This design comes from an exercise in tuning for small area and a short achievable clock period on the open sky130 flow, not from production work. Function was checked by simulation only, so behaviour that the tests miss may differ from the original. No driver is modelled on the clock port, so clocking that relies on it looks cheaper here than on a real chip. No activity file was given, so power comes from the tool's default toggle rates.

// jr_core
module jr_core (
    input  wire        clk,
    input  wire        rst,
    input  wire [7:0]  cmd,
    input  wire        cmd_valid,
    output wire        cmd_ready,
    input  wire [7:0]  opd_x,
    input  wire [7:0]  opd_y,
    input  wire [15:0] opd_d,
    input  wire [15:0] opd_ax,
    input  wire [15:0] opd_ay,
    input  wire [15:0] opd_az,
    output wire [63:0] res,
    output reg         res_valid,
    input  wire        echo,
    output wire        trig,
    input  wire        tick0,
    input  wire        tick1,
    output wire [7:0]  tx_data,
    output reg         tx_valid,
    input  wire        tx_ready,
    input  wire        rx_avail,
    input  wire [7:0]  rx_data,
    output wire        rx_take,
    input  wire        confirm,
    output reg  [1:0]  act_dir_L,
    output reg  [1:0]  act_dir_R,
    output wire [7:0]  act_duty_L,
    output wire [7:0]  act_duty_R,
    output reg  [1:0]  disp
);
Size: roughly 200 I/O pins, ~0.011 mm^2 of cells after synthesis.
==> flow/config.mk <==
export PLATFORM = sky130hd
export DESIGN_NAME = jr_core
export DESIGN_NICKNAME = jr_core
export VERILOG_FILES = /design/flow/design.v
export SDC_FILE = /design/flow/constraint.sdc
export NUM_CORES = 4
export LEC_CHECK = 0
export CAP_MARGIN = 20
export CORE_MARGIN = 2
export CORE_UTILIZATION = 60
export SLEW_MARGIN = 20
==> flow/constraint.sdc <==
create_clock -name core_clock -period 40.0 [get_ports {clk}]
set_input_delay 8.0000 -clock core_clock [delete_from_list [all_inputs] [get_ports {clk}]]
set_output_delay 8.0000 -clock core_clock [all_outputs]
set_load 0.01 [all_outputs]
standard.sh (not shown) runs the stock make flow with config.mk's settings and CLKGATE_MAP_FILE= SYNTH_SCRIPT=/design/flow/synth_recipe.tcl, a recipe that flattens the netlist after the stock synthesis.
==> flow/flow/run.sh <==
#!/bin/bash
# The standard layout, with these changes:
# - synthesis is the standard synthesis, but ABC maps the combinational
#   logic with flow/abc.script (AIG resynthesis for area) and pass-through
#   wires get buf_1 instead of buf_4; registers are
#   mapped exactly as in the standard synthesis;
# - the port buffers are the smallest buffer (buf_1);
# - the clock tree uses clkbuf_8 without dummy loads; clock buffers whose
#   flip-flops see a slow clock edge are then sized up (flow/post_cts.tcl);
# - after placement, cells on the slowest paths are sized up.
# Each tool's output is in synth_make.log / flow_make.log and orfs/logs/.
set -uo pipefail
HERE=$PWD
rm -rf "$HERE/scripts_abc"
cp -r "$FLOW_HOME/scripts" "$HERE/scripts_abc"
cp "$HERE/flow/abc.script" "$HERE/scripts_abc/abc_speed.script"
SCRIPTS_DIR="$HERE/scripts_abc" bash standard.sh MIN_BUF_CELL_AND_PORTS="sky130_fd_sc_hd__buf_1 A X" synth > synth_make.log 2>&1 || exit 1
export BUFFER_PORTS_ARGS="-buffer_cell sky130_fd_sc_hd__buf_1"
export CTS_ARGS="-sink_clustering_enable -repair_clock_nets -buf_list sky130_fd_sc_hd__clkbuf_8 -dont_use_dummy_load -sink_clustering_size 8 -sink_clustering_max_diameter 40"
export POST_CTS_TCL="$HERE/flow/post_cts.tcl"
export POST_RESIZE_TCL="$HERE/flow/post_resize.tcl"
bash standard.sh > flow_make.log 2>&1
Other scripts of this flow, unchanged in this note and not shown: flow/flow/abc.script, flow/flow/post_cts.tcl, flow/flow/post_resize.tcl
The baseline finished clean.
Change:
--- a/flow/design.v
+++ b/flow/design.v
@@ -1,32 +1,36 @@
 module jr_mclock (
     input  wire        clk,
     input  wire        rst,
     input  wire        tick,
-    input  wire        tick_en,
+    input  wire        defer,       
+    input  wire        frz,         
     input  wire        run_set,
     input  wire        run_clr,
     input  wire        cnt_sel,     
     input  wire [61:0] load_val,    
     output reg         run,
     output reg  [61:0] c
 );
-    reg pend;
+    reg  pend;
+    wire t = tick && run;
+    wire a = t && !defer && !frz;
+    wire [1:0] inc = {a && pend, a ^ pend};
     always @(posedge clk) begin
         if (rst) begin
             run  <= 1'b0;
             pend <= 1'b0;
         end else begin
-            pend <= tick && run && tick_en && !cnt_sel;
+            pend <= t && defer;
             if (run_set)      run <= 1'b1;
             else if (run_clr) run <= 1'b0;
         end
-        c <= cnt_sel ? load_val : c + {61'd0, pend};
+        c <= cnt_sel ? load_val : c + {60'd0, inc};
     end
 endmodule
 module jr_encoder (
     input  wire [7:0] x,
     input  wire [7:0] y,
     input  wire       left,
     output wire [5:0] mag
 );
   wire new_n24, new_n25, new_n26, new_n27, new_n28, new_n29, new_n30,
@@ -460,27 +464,27 @@
     wire [61:0] c0, c1;
     wire [4:0]  wcnt_next = wcnt + {4'd0, tick0 && run0};
     wire [61:0] load_val0 = load_val | {57'd0, wcnt_next & {5{last && !rst}}};
     wire start0 = is_op[OP_MC_START] && !ci, start1 = is_op[OP_MC_START] && ci;
     wire stop0  = is_op[OP_MC_STOP]  && !ci, stop1  = is_op[OP_MC_STOP]  && ci;
     wire clr0   = is_op[OP_MC_RESET] && !ci, clr1   = is_op[OP_MC_RESET] && ci;
     wire load0  = is_op[OP_MC_LOAD]  && !ci, load1  = is_op[OP_MC_LOAD]  && ci;
     jr_mclock u_mc0 (
         .clk(clk), .rst(rst), .tick(tick0),
-        .tick_en(!sample && !step),
+        .defer(is_op[OP_MC_READ] && !ci), .frz(sample || step),
         .run_set(!clr0 && !sample && (start0 || (echo_rise && !stop0))),
         .run_clr(clr0 || sample || stop0 || echo_fall),
         .cnt_sel(rst || clr0 || load0 || last), .load_val(load_val0),
         .run(run0), .c(c0)
     );
     jr_mclock u_mc1 (
         .clk(clk), .rst(rst), .tick(tick1),
-        .tick_en(1'b1),
+        .defer(is_op[OP_MC_READ] && ci), .frz(1'b0),
         .run_set(start1),
         .run_clr(clr1 || stop1),
         .cnt_sel(rst || clr1 || load1), .load_val(load_val),
         .run(run1), .c(c1)
     );
     wire poll_robot  = is_op[OP_RROBOT];
     wire poll_remote = is_op[OP_RREMOTE] && !rfsm;
     assign rx_take = (poll_robot || poll_remote) && rx_avail;
     wire coll = ($signed(opd_ax) > 16'sd500) || ($signed(opd_ax) < -16'sd500) ||
@@ -500,24 +504,24 @@
     wire set_tx   = (is_op[OP_SEND_DRIVE] && !rfsm) || fault_tx || coll_tx || conf_tx;
     wire [7:0] w_load = enc_any ? {mag, dir_new, left} :
                         (poll_robot || poll_remote) ? rx_data :
                         {6'b001100, is_op[OP_FAULT_EVAL] && !obs, !is_op[OP_FAULT_EVAL]};
     wire rng_go = is_op[OP_RANGE] && !hs;
     wire [31:0] c0lo = {12'd0, c0[19:0]};
     wire        mbit = c0lo[s[4:0]];
     wire [25:0] sum  = {1'b0, W} + {2'b00, (step && mbit) ? CM : 24'd0};
     always @(posedge clk) begin
-        if (sample)
+        if (sample) begin
             W[24:8] <= 17'd1024;              
-        else
+            satf    <= |c0[61:20];
+        end else begin
             W[24:8] <= sum[25:9];
-        if (step)
-            satf <= |c0[61:20];
+        end
         if (acc)
             W[7:0] <= w_load;
         else if (sample)
             W[7:0] <= 8'd0;
         else if (step)
             W[7:0] <= sum[8:1];
         wcnt <= sample ? 5'd0 : wcnt_next;
         rs0 <= is_op[OP_MC_READ] && !ci;
         rs1 <= is_op[OP_MC_READ] && ci;
Result: The changed run went through all stages and came out clean. Die area goes up by 1.4%. Synthesized area goes up by 1.5%. Count of clock-buffer cells in the layout does not change. Register-to-register slack gets worse by 1.4 ns. Final area came out higher by 1.7%. Routed wire length rises by 2.5%. Non-clock buffer count rises by 2. Utilization decreases by 0.68 points. Combinational power came out higher by about 3%. Cell count is higher by 3.6%. Synthesized cell count goes up by 4.3%. Hold slack is worse by 0.014 ns. Worst setup slack gets worse by 0.084 ns. Clock skew hardly moves.

-- re-timing with driven ports --
No port has a modelled driver above. Below, the same layouts with a new extraction and two added sets of constraints.
Step 1: set_driving_cell puts a clkbuf_16 on clk and a buf_2 on each other input, an assumption about the parent block.
Step 2 also shifts input and output timing later by t, the mid clock arrival at the registers, as if the neighbouring blocks saw the same clock.
Slacks: ideal ports / drivers / drivers and shift; pairs: ideal ports / drivers.
| run | t, ns | slack for setup (ns) | latest minus earliest clock arrival (ns) |
|---|---|---|---|
| the first run | 0.433 | 23.302 / 23.256 / 23.256 | 0.029 / 0.030 |
| the second run | 0.431 | 23.217 / 23.180 / 23.077 | 0.029 / 0.029 |
After both steps setup and hold are still met in every run listed. For the second run, which loses most, drivers alone change the setup slack by -0.037 ns; drivers and shift together by -0.140 ns.
